Source: an optimization exercise on an open RTL-to-GDS flow (aim: small area, a short achievable clock period and few clock cycles). Production flows keep margins and buffers that such runs may drop.
The RTL was checked by simulation tests, not by an equivalence proof against the original design.

`flow/design.v`:
```
module ls_fpu (
  input  wire        clk,
  input  wire        rst,
  input  wire        go,
  input  wire [1:0]  op,       
  input  wire [31:0] a,
  input  wire [31:0] b,
  output wire        rdy,
  output reg  [31:0] result
);
  localparam [31:0] QNAN = 32'h7FC00000;
  localparam [1:0] S_IDLE = 2'd0, S_DIV = 2'd1, S_RND = 2'd2;
  reg [1:0] state;
  wire        sa = a[31];
  wire        sb = b[31];
  wire [7:0]  ea = a[30:23];
  wire [7:0]  eb = b[30:23];
  wire [22:0] fa = a[22:0];
  wire [22:0] fb = b[22:0];
  wire        a_nan  = (ea == 8'hFF) && (fa != 0);
  wire        b_nan  = (eb == 8'hFF) && (fb != 0);
  wire        a_inf  = (ea == 8'hFF) && (fa == 0);
  wire        b_inf  = (eb == 8'hFF) && (fb == 0);
  wire        a_zero = (ea == 8'h00) && (fa == 0);
  wire        b_zero = (eb == 8'h00) && (fb == 0);
  wire [23:0] siga = {ea != 0, fa};
  wire [23:0] sigb = {eb != 0, fb};
  wire signed [11:0] lexa = (ea == 0) ? -12'sd149 : $signed({4'd0, ea}) - 12'sd150;
  wire signed [11:0] lexb = (eb == 0) ? -12'sd149 : $signed({4'd0, eb}) - 12'sd150;
  reg               raw_s;
  reg signed [11:0] raw_e;
  reg [47:0]        raw_m;
  reg               raw_spec;
  reg [31:0]        raw_spec_v;
  wire        a_big   = a[30:0] >= b[30:0];
  wire        bg_s    = a_big ? sa : sb;
  wire [23:0] bg_sig  = a_big ? siga : sigb;
  wire [23:0] sm_sig  = a_big ? sigb : siga;
  wire signed [11:0] bg_lex = a_big ? lexa : lexb;
  wire signed [11:0] sm_lex = a_big ? lexb : lexa;
  wire [11:0] ad_d    = bg_lex - sm_lex;
  wire        eff_sub = sa ^ sb;
  reg  [26:0] sm_al;
  reg  [26:0] sm_lost;
  always @(*) begin
    sm_lost = 27'd0;
    if (ad_d >= 12'd27) begin
      sm_al = {26'd0, sm_sig != 0};
    end else begin
      sm_al   = {sm_sig, 3'b000} >> ad_d;
      sm_lost = ({sm_sig, 3'b000} << (12'd27 - ad_d));
      sm_al[0] = sm_al[0] | (sm_lost != 0);
    end
  end
  wire [27:0] bg_al  = {1'b0, bg_sig, 3'b000};
  wire [27:0] ad_sum = eff_sub ? (bg_al - {1'b0, sm_al}) : (bg_al + {1'b0, sm_al});
  wire [47:0] mu_prod = siga * sigb;
  function [4:0] lzc24(input [23:0] v);
    integer i;
    begin
      lzc24 = 5'd24;
      for (i = 0; i < 24; i = i + 1)
        if (v[i]) lzc24 = 5'd23 - i[4:0];
    end
  endfunction
  wire [4:0]  za = lzc24(siga);
  wire [4:0]  zb = lzc24(sigb);
  wire [23:0] na = siga << za;
  wire [23:0] nb = sigb << zb;
  reg [25:0] dv_rem;
  reg [23:0] dv_den;
  reg [26:0] dv_q;
  reg [4:0]  dv_cnt;
  wire        dv_ge   = dv_rem >= {2'b00, dv_den};
  wire [25:0] dv_sub  = dv_ge ? (dv_rem - {2'b00, dv_den}) : dv_rem;
  always @(posedge clk) begin
    if (rst) begin
      state <= S_IDLE;
    end else begin
      case (state)
        S_IDLE: if (go) begin
          raw_spec   <= 1'b0;
          raw_spec_v <= QNAN;
          state      <= S_RND;
          case (op)
            2'd0: begin
              raw_s <= (ad_sum == 0) ? (eff_sub ? 1'b0 : sa) : bg_s;
              raw_e <= bg_lex - 12'sd3;
              raw_m <= {20'd0, ad_sum};
              if (a_nan || b_nan || (a_inf && b_inf && eff_sub)) begin
                raw_spec <= 1'b1; raw_spec_v <= QNAN;
              end else if (a_inf) begin
                raw_spec <= 1'b1; raw_spec_v <= {sa, 31'h7F800000};
              end else if (b_inf) begin
                raw_spec <= 1'b1; raw_spec_v <= {sb, 31'h7F800000};
              end
            end
            2'd1: begin
              raw_s <= sa ^ sb;
              raw_e <= lexa + lexb;
              raw_m <= mu_prod;
              if (a_nan || b_nan || (a_inf && b_zero) || (b_inf && a_zero)) begin
                raw_spec <= 1'b1; raw_spec_v <= QNAN;
              end else if (a_inf || b_inf) begin
                raw_spec <= 1'b1; raw_spec_v <= {sa ^ sb, 31'h7F800000};
              end
            end
            default: begin
              raw_s <= sa ^ sb;
              raw_e <= (lexa - $signed({7'd0, za})) - (lexb - $signed({7'd0, zb})) - 12'sd27;
              if (a_nan || b_nan || (a_inf && b_inf) || (a_zero && b_zero)) begin
                raw_spec <= 1'b1; raw_spec_v <= QNAN;
              end else if (a_inf || b_zero) begin
                raw_spec <= 1'b1; raw_spec_v <= {sa ^ sb, 31'h7F800000};
              end else if (b_inf || a_zero) begin
                raw_spec <= 1'b1; raw_spec_v <= {sa ^ sb, 31'h00000000};
              end else begin
                dv_rem <= {2'b00, na};
                dv_den <= nb;
                dv_q   <= 27'd0;
                dv_cnt <= 5'd26;
                state  <= S_DIV;
              end
            end
          endcase
        end
        S_DIV: begin
          dv_q   <= {dv_q[25:0], dv_ge};
          dv_rem <= {dv_sub[24:0], 1'b0};
          dv_cnt <= dv_cnt - 5'd1;
          if (dv_cnt == 0) begin
            raw_m <= {20'd0, dv_q[25:0], dv_ge, dv_sub != 0};
            state <= S_RND;
          end
        end
        default: state <= S_IDLE;
      endcase
    end
  end
  function [5:0] msb48(input [47:0] v);
    integer i;
    begin
      msb48 = 6'd0;
      for (i = 0; i < 48; i = i + 1)
        if (v[i]) msb48 = i[5:0];
    end
  endfunction
  wire [5:0]         p    = msb48(raw_m);
  wire signed [12:0] le   = $signed({raw_e[11], raw_e}) + $signed({7'd0, p}) - 13'sd23;
  wire signed [12:0] lsbe = (le < -13'sd149) ? -13'sd149 : le;
  wire signed [12:0] sh   = lsbe - $signed({raw_e[11], raw_e});
  reg [47:0] kept;
  reg        guard;
  reg        sticky;
  reg [6:0]  rsh;
  always @(*) begin
    rsh    = (sh > 13'sd63) ? 7'd63 : sh[6:0];
    guard  = 1'b0;
    sticky = 1'b0;
    if (sh <= 0) begin
      kept = raw_m << (-sh);
    end else begin
      kept   = raw_m >> rsh;
      guard  = ({16'd0, raw_m} >> (rsh - 7'd1)) & 64'd1;
      sticky = (({16'd0, raw_m} & ((64'd1 << (rsh - 7'd1)) - 64'd1)) != 0);
    end
  end
  wire        inc   = guard & (sticky | kept[0]);
  wire [24:0] q     = kept[24:0] + {24'd0, inc};
  wire [12:0] bexp  = lsbe + 13'sd149;
  wire [35:0] packd = {bexp[12:0], 23'd0} + {11'd0, q};
  always @(*) begin
    if (raw_spec)
      result = raw_spec_v;
    else if (raw_m == 0)
      result = {raw_s, 31'd0};
    else if (packd >= 36'h07F800000)
      result = {raw_s, 31'h7F800000};
    else
      result = {raw_s, packd[30:0]};
  end
  assign rdy = (state == S_RND);
endmodule
module ls_ucode (
  input  wire [7:0]  pc,
  output reg  [24:0] uop
);
  always @(*) begin
    case (pc)
      8'd0: uop = 25'h0008e10;  
      8'd1: uop = 25'h02102d0;  
      8'd2: uop = 25'h0228240;  
      8'd3: uop = 25'h0239ae0;  
      8'd4: uop = 25'h0240c10;  
      8'd5: uop = 25'h025c220;  
      8'd6: uop = 25'h020c660;  
      8'd7: uop = 25'h0200010;  
      8'd8: uop = 25'h0260220;  
      8'd9: uop = 25'h020a280;  
      8'd10: uop = 25'h0070320;  
      8'd11: uop = 25'h027a070;  
      8'd12: uop = 25'h0200330;  
      8'd13: uop = 25'h0000320;  
      8'd14: uop = 25'h0401c00;  
      8'd15: uop = 25'h068a000;  
      8'd16: uop = 25'h020a690;  
      8'd17: uop = 25'h0070320;  
      8'd18: uop = 25'h027a470;  
      8'd19: uop = 25'h0200330;  
      8'd20: uop = 25'h0000320;  
      8'd21: uop = 25'h0401c00;  
      8'd22: uop = 25'h069a400;  
      8'd23: uop = 25'h020aaa0;  
      8'd24: uop = 25'h0070320;  
      8'd25: uop = 25'h027a870;  
      8'd26: uop = 25'h0200330;  
      8'd27: uop = 25'h0000320;  
      8'd28: uop = 25'h0401c00;  
      8'd29: uop = 25'h06aa800;  
      8'd30: uop = 25'h020aeb0;  
      8'd31: uop = 25'h0070320;  
      8'd32: uop = 25'h027ac70;  
      8'd33: uop = 25'h0200330;  
      8'd34: uop = 25'h0000320;  
      8'd35: uop = 25'h0401c00;  
      8'd36: uop = 25'h06bac00;  
      8'd37: uop = 25'h02c16b0;  
      8'd38: uop = 25'h00c32c0;  
      8'd39: uop = 25'h02030c0;  
      8'd40: uop = 25'h0070320;  
      8'd41: uop = 25'h0273070;  
      8'd42: uop = 25'h0200330;  
      8'd43: uop = 25'h0000320;  
      8'd44: uop = 25'h0401c00;  
      8'd45: uop = 25'h06d3000;  
      8'd46: uop = 25'h00c20dc;  
      8'd47: uop = 25'h02e04c0;  
      8'd48: uop = 25'h00c2488;  
      8'd49: uop = 25'h02f04c0;  
      8'd50: uop = 25'h00c2898;  
      8'd51: uop = 25'h03004c0;  
      8'd52: uop = 25'h08c28b0;  
      8'd53: uop = 25'h00c2cc8;  
      8'd54: uop = 25'h03104c0;  
      8'd55: uop = 25'h132a000;  
      8'd56: uop = 25'h133a400;  
      8'd57: uop = 25'h134a800;  
      8'd58: uop = 25'h135ac00;  
      8'd59: uop = 25'h0204920;  
      8'd60: uop = 25'h0070320;  
      8'd61: uop = 25'h0274870;  
      8'd62: uop = 25'h0200330;  
      8'd63: uop = 25'h0000320;  
      8'd64: uop = 25'h0401c00;  
      8'd65: uop = 25'h0684800;  
      8'd66: uop = 25'h0204d30;  
      8'd67: uop = 25'h0070320;  
      8'd68: uop = 25'h0274c70;  
      8'd69: uop = 25'h0200330;  
      8'd70: uop = 25'h0000320;  
      8'd71: uop = 25'h0401c00;  
      8'd72: uop = 25'h0694c00;  
      8'd73: uop = 25'h0205140;  
      8'd74: uop = 25'h0070320;  
      8'd75: uop = 25'h0275070;  
      8'd76: uop = 25'h0200330;  
      8'd77: uop = 25'h0000320;  
      8'd78: uop = 25'h0401c00;  
      8'd79: uop = 25'h06a5000;  
      8'd80: uop = 25'h0205550;  
      8'd81: uop = 25'h0070320;  
      8'd82: uop = 25'h0275470;  
      8'd83: uop = 25'h0200330;  
      8'd84: uop = 25'h0000320;  
      8'd85: uop = 25'h0401c00;  
      8'd86: uop = 25'h06b5400;  
      8'd87: uop = 25'h02c1550;  
      8'd88: uop = 25'h00c3020;  
      8'd89: uop = 25'h02030c0;  
      8'd90: uop = 25'h0070320;  
      8'd91: uop = 25'h0273070;  
      8'd92: uop = 25'h0200330;  
      8'd93: uop = 25'h0000320;  
      8'd94: uop = 25'h0401c00;  
      8'd95: uop = 25'h06d3000;  
      8'd96: uop = 25'h00c20dc;  
      8'd97: uop = 25'h03604c0;  
      8'd98: uop = 25'h00c2488;  
      8'd99: uop = 25'h03704c0;  
      8'd100: uop = 25'h00c2898;  
      8'd101: uop = 25'h03804c0;  
      8'd102: uop = 25'h08c28b0;  
      8'd103: uop = 25'h00c2cc8;  
      8'd104: uop = 25'h03904c0;  
      8'd105: uop = 25'h00058e0;  
      8'd106: uop = 25'h0200c00;  
      8'd107: uop = 25'h0074a84;  
      8'd108: uop = 25'h0161c04;  
      8'd109: uop = 25'h0005cf0;  
      8'd110: uop = 25'h0200c00;  
      8'd111: uop = 25'h0074e94;  
      8'd112: uop = 25'h0171c04;  
      8'd113: uop = 25'h0006100;  
      8'd114: uop = 25'h0200c00;  
      8'd115: uop = 25'h00752a4;  
      8'd116: uop = 25'h0181c04;  
      8'd117: uop = 25'h0006510;  
      8'd118: uop = 25'h0200c00;  
      8'd119: uop = 25'h00756b4;  
      8'd120: uop = 25'h0191c04;  
      8'd121: uop = 25'h0202080;  
      8'd122: uop = 25'h008bc04;  
      8'd123: uop = 25'h0202490;  
      8'd124: uop = 25'h009bc04;  
      8'd125: uop = 25'h02028a0;  
      8'd126: uop = 25'h00abc04;  
      8'd127: uop = 25'h0202cb0;  
      8'd128: uop = 25'h00bbc04;  
      8'd129: uop = 25'h02034d0;  
      8'd130: uop = 25'h000bc04;  
      8'd131: uop = 25'h03a1800;  
      8'd132: uop = 25'h0a02090;  
      8'd133: uop = 25'h03b1000;  
      8'd134: uop = 25'h0a024a0;  
      8'd135: uop = 25'h03c1000;  
      8'd136: uop = 25'h0a028b0;  
      8'd137: uop = 25'h03d1000;  
      8'd138: uop = 25'h0201080;  
      8'd139: uop = 25'h008bc00;  
      8'd140: uop = 25'h0201090;  
      8'd141: uop = 25'h009bc00;  
      8'd142: uop = 25'h02010a0;  
      8'd143: uop = 25'h00abc00;  
      8'd144: uop = 25'h02010b0;  
      8'd145: uop = 25'h00bbc00;  
      8'd146: uop = 25'h0202090;  
      8'd147: uop = 25'h02000a0;  
      8'd148: uop = 25'h02000b0;  
      8'd149: uop = 25'h02769b0;  
      8'd150: uop = 25'h0271dc0;  
      8'd151: uop = 25'h0271dd0;  
      8'd152: uop = 25'h01e0074;  
      8'd153: uop = 25'h0c07800;  
      8'd154: uop = 25'h02024a0;  
      8'd155: uop = 25'h02000b0;  
      8'd156: uop = 25'h0200160;  
      8'd157: uop = 25'h0276890;  
      8'd158: uop = 25'h0271ca0;  
      8'd159: uop = 25'h0271d90;  
      8'd160: uop = 25'h0000070;  
      8'd161: uop = 25'h02769d0;  
      8'd162: uop = 25'h0271c90;  
      8'd163: uop = 25'h0271d80;  
      8'd164: uop = 25'h0000070;  
      8'd165: uop = 25'h02769d0;  
      8'd166: uop = 25'h0271dc0;  
      8'd167: uop = 25'h0271d70;  
      8'd168: uop = 25'h0000070;  
      8'd169: uop = 25'h04001e0;  
      8'd170: uop = 25'h0074804;  
      8'd171: uop = 25'h0001d24;  
      8'd172: uop = 25'h13f0002;  
      8'd173: uop = 25'h1321c00;  
      8'd174: uop = 25'h02028b0;  
      8'd175: uop = 25'h0200080;  
      8'd176: uop = 25'h0200170;  
      8'd177: uop = 25'h0276ca0;  
      8'd178: uop = 25'h0271cb0;  
      8'd179: uop = 25'h0271d60;  
      8'd180: uop = 25'h0000070;  
      8'd181: uop = 25'h0276da0;  
      8'd182: uop = 25'h0271ca0;  
      8'd183: uop = 25'h0271d90;  
      8'd184: uop = 25'h0000070;  
      8'd185: uop = 25'h0276da0;  
      8'd186: uop = 25'h0271dd0;  
      8'd187: uop = 25'h0271d80;  
      8'd188: uop = 25'h0000070;  
      8'd189: uop = 25'h04001e0;  
      8'd190: uop = 25'h0074c04;  
      8'd191: uop = 25'h0001d34;  
      8'd192: uop = 25'h01f7c01;  
      8'd193: uop = 25'h1331c00;  
      8'd194: uop = 25'h0202c80;  
      8'd195: uop = 25'h0200090;  
      8'd196: uop = 25'h0200180;  
      8'd197: uop = 25'h02770b0;  
      8'd198: uop = 25'h0271c80;  
      8'd199: uop = 25'h0271d70;  
      8'd200: uop = 25'h0000070;  
      8'd201: uop = 25'h02771b0;  
      8'd202: uop = 25'h0271cb0;  
      8'd203: uop = 25'h0271d60;  
      8'd204: uop = 25'h0000070;  
      8'd205: uop = 25'h02771b0;  
      8'd206: uop = 25'h0271da0;  
      8'd207: uop = 25'h0271d90;  
      8'd208: uop = 25'h0000070;  
      8'd209: uop = 25'h04001e0;  
      8'd210: uop = 25'h0075004;  
      8'd211: uop = 25'h0001d44;  
      8'd212: uop = 25'h01f7c01;  
      8'd213: uop = 25'h1341c00;  
      8'd214: uop = 25'h0202090;  
      8'd215: uop = 25'h02000a0;  
      8'd216: uop = 25'h0200190;  
      8'd217: uop = 25'h0277480;  
      8'd218: uop = 25'h0271c90;  
      8'd219: uop = 25'h0271d80;  
      8'd220: uop = 25'h0000070;  
      8'd221: uop = 25'h02775c0;  
      8'd222: uop = 25'h0271c80;  
      8'd223: uop = 25'h0271d70;  
      8'd224: uop = 25'h0000070;  
      8'd225: uop = 25'h02775c0;  
      8'd226: uop = 25'h0271db0;  
      8'd227: uop = 25'h0271d60;  
      8'd228: uop = 25'h0000070;  
      8'd229: uop = 25'h04001e0;  
      8'd230: uop = 25'h0075404;  
      8'd231: uop = 25'h0001d54;  
      8'd232: uop = 25'h01f7c01;  
      8'd233: uop = 25'h1351c00;  
      8'd234: uop = 25'h0e07e70;  
      8'd235: uop = 25'h0205650;  
      8'd236: uop = 25'h1000000;  
      default: uop = 25'h1000000;  
    endcase
  end
endmodule
module ladder_step (
  input  wire        clk,
  input  wire        rst,         
  input  wire        start,
  input  wire [31:0] x,           
  input  wire [31:0] m,           
  input  wire [31:0] res,
  input  wire [31:0] cutoff,
  input  wire [31:0] in_gain,
  input  wire [31:0] out_gain,
  input  wire [31:0] timestep,
  input  wire [31:0] eps,
  input  wire [7:0]  maxit,
  input  wire        s3mode,
  input  wire        jmode,
  input  wire        wr_en,
  input  wire [2:0]  wr_sel,      
  input  wire [31:0] wr_data,
  output wire        busy,
  output reg         done,
  output reg  [31:0] y,
  output reg  [7:0]  iters,
  output reg  [2:0]  fstat,       
  output wire [31:0] st0,
  output wire [31:0] st1,
  output wire [31:0] st2,
  output wire [31:0] st3
);
  localparam [7:0] PC_LOOP   = 8'd59;
  localparam [7:0] PC_COMMIT = 8'd235;
  localparam [3:0] OP_ADD = 4'd0, OP_MUL = 4'd1, OP_DIV = 4'd2, OP_TCLAMP = 4'd3,
                   OP_SELS3 = 4'd4, OP_SELJ = 4'd5, OP_DETZ = 4'd6, OP_CHECK = 4'd7,
                   OP_FIN = 4'd8, OP_MOV = 4'd9;
  localparam [1:0] S_IDLE = 2'd0, S_EXEC = 2'd1, S_WAIT = 2'd2;
  reg [31:0] s_reg [0:3];
  reg [31:0] xprev;
  assign st0 = s_reg[0];
  assign st1 = s_reg[1];
  assign st2 = s_reg[2];
  assign st3 = s_reg[3];
  reg [1:0]  state;
  reg [7:0]  pc;
  reg [7:0]  k;
  reg        conv;
  reg        detz;
  reg [31:0] rf [0:31];
  assign busy = (state != S_IDLE);
  wire [24:0] uop;
  ls_ucode u_rom (.pc(pc), .uop(uop));
  wire [3:0] u_op   = uop[24:21];
  wire [4:0] u_dst  = uop[20:16];
  wire [5:0] u_a    = uop[15:10];
  wire [5:0] u_b    = uop[9:4];
  wire       u_nega = uop[3];
  wire       u_negb = uop[2];
  wire       u_absa = uop[1];
  wire       u_absb = uop[0];
  function [31:0] source(input [5:0] sel);
    begin
      if (!sel[5]) begin
        source = rf[sel[4:0]];
      end else begin
        case (sel[4:0])
          5'd0:  source = x;
          5'd1:  source = m;
          5'd2:  source = res;
          5'd3:  source = cutoff;
          5'd4:  source = in_gain;
          5'd5:  source = out_gain;
          5'd6:  source = timestep;
          5'd7:  source = eps;
          5'd8:  source = s_reg[0];
          5'd9:  source = s_reg[1];
          5'd10: source = s_reg[2];
          5'd11: source = s_reg[3];
          5'd12: source = xprev;
          5'd13: source = 32'h40C90FDB;   
          5'd14: source = 32'h3F000000;   
          5'd15: source = 32'h3F800000;   
          5'd16: source = 32'h40800000;   
          5'd17: source = 32'hC0000000;   
          5'd18: source = 32'h41D80000;   
          5'd19: source = 32'h41100000;   
          default: source = 32'h00000000;
        endcase
      end
    end
  endfunction
  wire [31:0] rda = source(u_a);
  wire [31:0] rdb = source(u_b);
  wire [31:0] opa = {(rda[31] & ~u_absa) ^ u_nega, rda[30:0]};
  wire [31:0] opb = {(rdb[31] & ~u_absb) ^ u_negb, rdb[30:0]};
  function fle(input [31:0] p, input [31:0] q);
    reg pn, qn, pz;
    begin
      pn = (p[30:23] == 8'hFF) && (p[22:0] != 0);
      qn = (q[30:23] == 8'hFF) && (q[22:0] != 0);
      pz = (p[30:0] == 0) && (q[30:0] == 0);
      if (pn || qn)            fle = 1'b0;
      else if (pz)             fle = 1'b1;
      else if (p[31] != q[31]) fle = p[31];
      else if (!p[31])         fle = p[30:0] <= q[30:0];
      else                     fle = p[30:0] >= q[30:0];
    end
  endfunction
  wire        le_eps  = fle(opa, opb);
  wire        big3    = (opa[30:0] >= 31'h40400000) && (opa[30:0] <= 31'h7F800000);
  wire [31:0] clamp_v = big3 ? {opa[31], 31'h3F800000} : opb;
  wire        fpu_go = (state == S_EXEC) &&
                       (u_op == OP_ADD || u_op == OP_MUL || u_op == OP_DIV);
  wire        fpu_rdy;
  wire [31:0] fpu_res;
  ls_fpu u_fpu (
    .clk(clk), .rst(rst), .go(fpu_go), .op(u_op[1:0]),
    .a(opa), .b(opb), .rdy(fpu_rdy), .result(fpu_res)
  );
  function finite(input [31:0] v);
    finite = (v[30:23] != 8'hFF);
  endfunction
  integer i;
  always @(posedge clk) begin
    if (rst) begin
      state <= S_IDLE;
      done  <= 1'b0;
      pc    <= 8'd0;
      k     <= 8'd0;
      conv  <= 1'b0;
      detz  <= 1'b0;
      y     <= 32'd0;
      iters <= 8'd0;
      fstat <= 3'd0;
      xprev <= 32'd0;
      for (i = 0; i < 4; i = i + 1) s_reg[i] <= 32'd0;
    end else begin
      done <= 1'b0;
      case (state)
        S_IDLE: begin
          if (start) begin
            pc    <= 8'd0;
            k     <= 8'd0;
            conv  <= 1'b0;
            detz  <= 1'b0;
            state <= S_EXEC;
          end else if (wr_en) begin
            case (wr_sel)
              3'd0: s_reg[0] <= wr_data;
              3'd1: s_reg[1] <= wr_data;
              3'd2: s_reg[2] <= wr_data;
              3'd3: s_reg[3] <= wr_data;
              3'd4: xprev    <= wr_data;
              3'd5: fstat    <= 3'd0;
              default: ;
            endcase
          end
        end
        S_EXEC: begin
          pc <= pc + 8'd1;
          case (u_op)
            OP_ADD, OP_MUL, OP_DIV: begin
              pc    <= pc;
              state <= S_WAIT;
            end
            OP_TCLAMP: rf[u_dst] <= clamp_v;
            OP_SELS3:  rf[u_dst] <= s3mode ? opa : opb;
            OP_SELJ:   rf[u_dst] <= jmode ? opa : opb;
            OP_MOV:    rf[u_dst] <= opa;
            OP_DETZ:   if (opa[30:0] == 0) detz <= 1'b1;
            OP_CHECK: begin
              k <= k + 8'd1;
              if (le_eps) conv <= 1'b1;
              if (le_eps || (k + 8'd1 == maxit)) pc <= PC_COMMIT;
              else                               pc <= PC_LOOP;
            end
            OP_FIN: begin
              s_reg[0] <= rf[18];
              s_reg[1] <= rf[19];
              s_reg[2] <= rf[20];
              s_reg[3] <= rf[21];
              xprev    <= x;
              y        <= opa;
              iters    <= k;
              fstat    <= fstat | {~(finite(rf[18]) & finite(rf[19]) & finite(rf[20]) & finite(rf[21])),
                                   detz, ~conv};
              done     <= 1'b1;
              state    <= S_IDLE;
            end
            default: ;
          endcase
        end
        S_WAIT: begin
          if (fpu_rdy) begin
            rf[u_dst] <= fpu_res;
            pc        <= pc + 8'd1;
            state     <= S_EXEC;
          end
        end
        default: state <= S_IDLE;
      endcase
    end
  end
endmodule
```
`flow/run.sh`:
```
#!/bin/bash
# synth_recipe.tcl (not shown) runs the flow's synth.tcl, then flattens the netlist and writes it again
# the make line also repeats each setting of config.mk as NAME=value (left out here)
make -C /OpenROAD-flow-scripts/flow DESIGN_CONFIG=/design/flow/config.mk WORK_HOME=/design/flow/orfs CLKGATE_MAP_FILE= SYNTH_SCRIPT=/design/flow/synth_recipe.tcl finish
```
`flow/config.mk`:
```
export PLATFORM = sky130hd
export DESIGN_NAME = ladder_step
export DESIGN_NICKNAME = ladder_step
export VERILOG_FILES = /design/flow/design.v
export SDC_FILE = /design/flow/constraint.sdc
export NUM_CORES = 4
export LEC_CHECK = 0
export CAP_MARGIN = 20
export CORE_MARGIN = 2
export CORE_UTILIZATION = 30
export PLACE_DENSITY = 0.45
export SLEW_MARGIN = 20
export SYNTH_MEMORY_MAX_BITS = 16384
```
`flow/constraint.sdc`:
```
create_clock -name core_clock -period 24.0 [get_ports {clk}]
set_input_delay 4.8000 -clock core_clock [delete_from_list [all_inputs] [get_ports {clk}]]
set_output_delay 4.8000 -clock core_clock [all_outputs]
set_load 0.01 [all_outputs]
```
==> impl_metrics.py <==
metrics = {
    "cells_and_area": {
        "largest_reg_flops": 1024,
        "nFillCells": 39200,
        "fin_cells": 17500,
        "finalNetCount": 13300,
        "area_growth_pct": 15.8,
        "final_util": 0.348,
        "final_cell_area_um2": 135000,
        "drive_gt1_frac": 0.129,
    },
    "global_routing": {
        "use_met2": 0.512,
        "track_usage": 0.342,
        "grt_pass1_vias": 108000,
        "grt_max_degree": 116,
        "grt_pass1_wl_um": 933000,
        "overflow": 0,
        "gr-usage-met3": 0.0944,
        "busiest_layer": "met2",
        "antenna_found_initial": 65,
        "grtUsageMet1": 0.424,
    },
    "timing": {
        "slew_headroom": 0.144,
        "fin_crit_sh": 0.826,
        "period_needed_ps": 19810,
        "worst_pin_slew_ps": 1270,
        "max_freq_mhz": 50.5,
        "whs_ps": 459,
        "grt_setup_unrepaired": "no",
        "drv_slew": 0,
        "tns_ps": 0,
        "setup_violations": 0,
        "hold_viol": 0,
        "clock_skew_ps": 119,
        "layout_setup_ws_ps": 4190,
    },
    "synth": {
        "synth_simple_gate_area_frac": 0.139,
        "ys_warn_count": 4,
        "syn_area_per_cell_um2": 9.84,
        "synth_edf_count": 1170,
        "ys_seq_elements": 1421,
        "synth_top_family_by_area": "compound AO/OA/AOI/OAI gates",
        "syn_nets": 13100,
        "synthTopCellsByArea": "edfxtp_1, fa_1, mux4_2",
        "yosysTopAreaCell": "edfxtp_1",
        "muxShareOfSynthArea": 0.130,
        "synth_top_area_frac": 0.301,
        "synthAdderAreaFrac": 0.130,
        "async_flop_share": 0,
        "yosysSeqAreaShare": 0.344,
        "syn_inst": 11900,
        "synth_compound_area_frac": 0.178,
        "synth.distinct_cells": 114,
        "synth.top_cells.by_count": "edfxtp_1, nand2_1, nor2_1, inv_1, a21oi_1",
        "synth_ff_type": "edfxtp_1",
        "synthXorXnorAreaFrac": 0.0158,
        "netlist_area_um2": 117000,
        "yosysMostFrequentCell": "edfxtp_1",
    },
    "place": {
        "placed_cell_area_um2": 129000,
        "dp_hpwl_um": 497000,
        "dp.cells": 17100,
        "pre_cts_slack_ps": 4440,
        "gp_congestion": 0.960,
        "port_buffers": 477,
    },
    "min_path": {
        "hold_depth": 2,
        "hp-class": "reg -> reg",
    },
    "setup_path": {
        "reg2reg_from": "u_fpu.raw_m[5]$_DFFE_PP_",
        "r2r_end": "rf[15][17]$_DFFE_PP_",
        "r2r_cells": 77,
        "path_common_cell": "nor3_1",
        "critPathArrivalTime_ps": 20350,
        "crit_slowest_cell": "ha_1",
        "path_class": "reg -> reg",
        "reg2reg_slack_ps": 4190,
        "max_stage_delay_ps": 620,
        "critPathLaunch": "u_fpu.raw_m[5]$_DFFE_PP_",
        "cp.required_ps": 24540,
        "critPathCaptureType": "register",
        "worstSetupEndpoint": "rf[15][17]$_DFFE_PP_",
        "setup.worst_path.start_class": "register",
        "path_max_fanout": 45,
    },
    "detailed_routing": {
        "postRouteAntennaNets": 0,
        "first_pass_iters": 9,
        "post_drt_wl_per_cell_um": 39.7,
        "routed_wl_um": 695000,
        "vias_per_cell": 6.42,
        "drcViolationCount": 0,
        "drt_iter0_markers": 17000,
        "via_count": 112000,
    },
    "die": {
        "die_area_um2": 394000,
        "start_util": 0.301,
        "num_io_pins": 478,
        "rows": 229,
        "coreArea_um2": 388000,
        "die_y_um": 628,
        "die_w_um": 628,
    },
    "cts": {
        "ctsLongestPathBuffers": 4,
        "path_clk_slew_ps": 60,
        "numCtsBuffers": 171,
        "post_cts_buffers": 0,
        "ctsResizeCount": 0,
        "cts-root-buf": "clkbuf_16",
        "cts_hold_buf": 0,
        "cts_sinks": 1421,
        "clk_latency_ps": 940,
        "cts_tree": "built",
        "cts-htree-levels": 4,
    },
    "run_status": {
        "outcome": "timing/DRC/antenna clean",
    },
    "run": {
        "drv_cap": 0,
    },
}
placed cells by master (no fill, tap or decap), types with 82 or more instances in the layout:
cell,count
mux2i_1,474
and3_1,136
nor2b_1,97
nand2b_1,82
ha_1,413
nand2_1,1119
o211ai_1,123
nand3_1,245
edfxtp_1,1170
mux4_2,401
a31oi_1,107
and2_1,92
fa_1,498
o21ai_0,473
nor3_1,227
clkbuf_16,176
a211oi_1,294
buf_4,470
o22ai_1,120
a221oi_1,84
a22oi_1,335
clkdlybuf4s50_1,476
nand4_1,110
a21oi_1,705
inv_1,823
mux2_2,91
xnor2_1,132
dfxtp_1,240
nor2_1,987
kinds of logic after synthesis:
kind of cell / after synthesis
and+or+nand+nor: 3499
AOI/OAI and AO/OA: 3078
buffers and inverters: 1763
DFF: 1421
muxes: 983
adders and majority gates: 914
xor gates and xnor gates: 210
metal layers:
| layer | share of wire | vias to the layer above |
|---|---|---|
| met3 | 0.11 | 2131 |
| met4 | 0.082 | 22 |
| met5 | 0.00041 | - |
| li1 | - | 44700 |
| met2 | 0.43 | 8437 |
| met1 | 0.38 | 57100 |
worst max-delay path: cells and delay by family (launching register included):
family	cells	cell delay, ps
AOI/OAI and AO/OA	25	6270
xor gates and xnor gates	3	840
DFF	1	580
muxes	2	730
adders and majority gates	8	3130
buffers and inverters	5	1690
and+or+nand+nor	34	6140
worst min path at each step:
stage,start,slack [ps],end
global route,y[19]$_SDFFE_PP0P_,470,y[19]$_SDFFE_PP0P_
detailed placement,iters[5]$_SDFFE_PP0P_,450,iters[5]$_SDFFE_PP0P_
floorplan,conv$_SDFFE_PP0P_,440,conv$_SDFFE_PP0P_
finish,iters[5]$_SDFFE_PP0P_,460,iters[5]$_SDFFE_PP0P_
CTS,iters[5]$_SDFFE_PP0P_,460,iters[5]$_SDFFE_PP0P_
global placement,iters[5]$_SDFFE_PP0P_,450,iters[5]$_SDFFE_PP0P_
area by class of cell:
cell class,instances,area [µm²],area share
timing repair buffer,963,8550,0.0633
sequential,1421,40200,0.297
inverter,849,3190,0.0236
antenna,76,190,0.00141
tap,5197,6500,0.0481
clock inverter,110,1170,0.00866
clock buffer,202,4580,0.0339
multi-input combinational,8684,70800,0.524
Testbench counts, summed over its fixed seeds: cycles 1,923,172.

==> re-timing with driven ports <==
How much do the figures lean on ideal ports? The routed layout below was timed once more, with nothing changed but the port constraints. Step 1: set_driving_cell puts a clkbuf_16 on clk and a buf_2 on each other input, an assumption about the parent block. Step 2 adds t to the input delays and takes it off the output delays; t is the mean of the earliest and latest rising clock arrival at the registers after step 1. Input paths then give back, and output paths get back, about the clock's delay inside the block. a / b / c = no drivers / after step 1 / after step 2; a / b = the first two.
shift t [ns]: 0.977
slack for setup (ns): 4.188 / 4.188 / 3.940
worst hold slack (ns): 0.459 / 0.459 / 0.459
clock arrival spread, ns: 0.119 / 0.120
pins driven straight from the clock port: 1
After both steps this run still meets setup and hold. For this run, drivers alone change the setup slack by 0.000 ns; drivers and shift together by -0.248 ns.
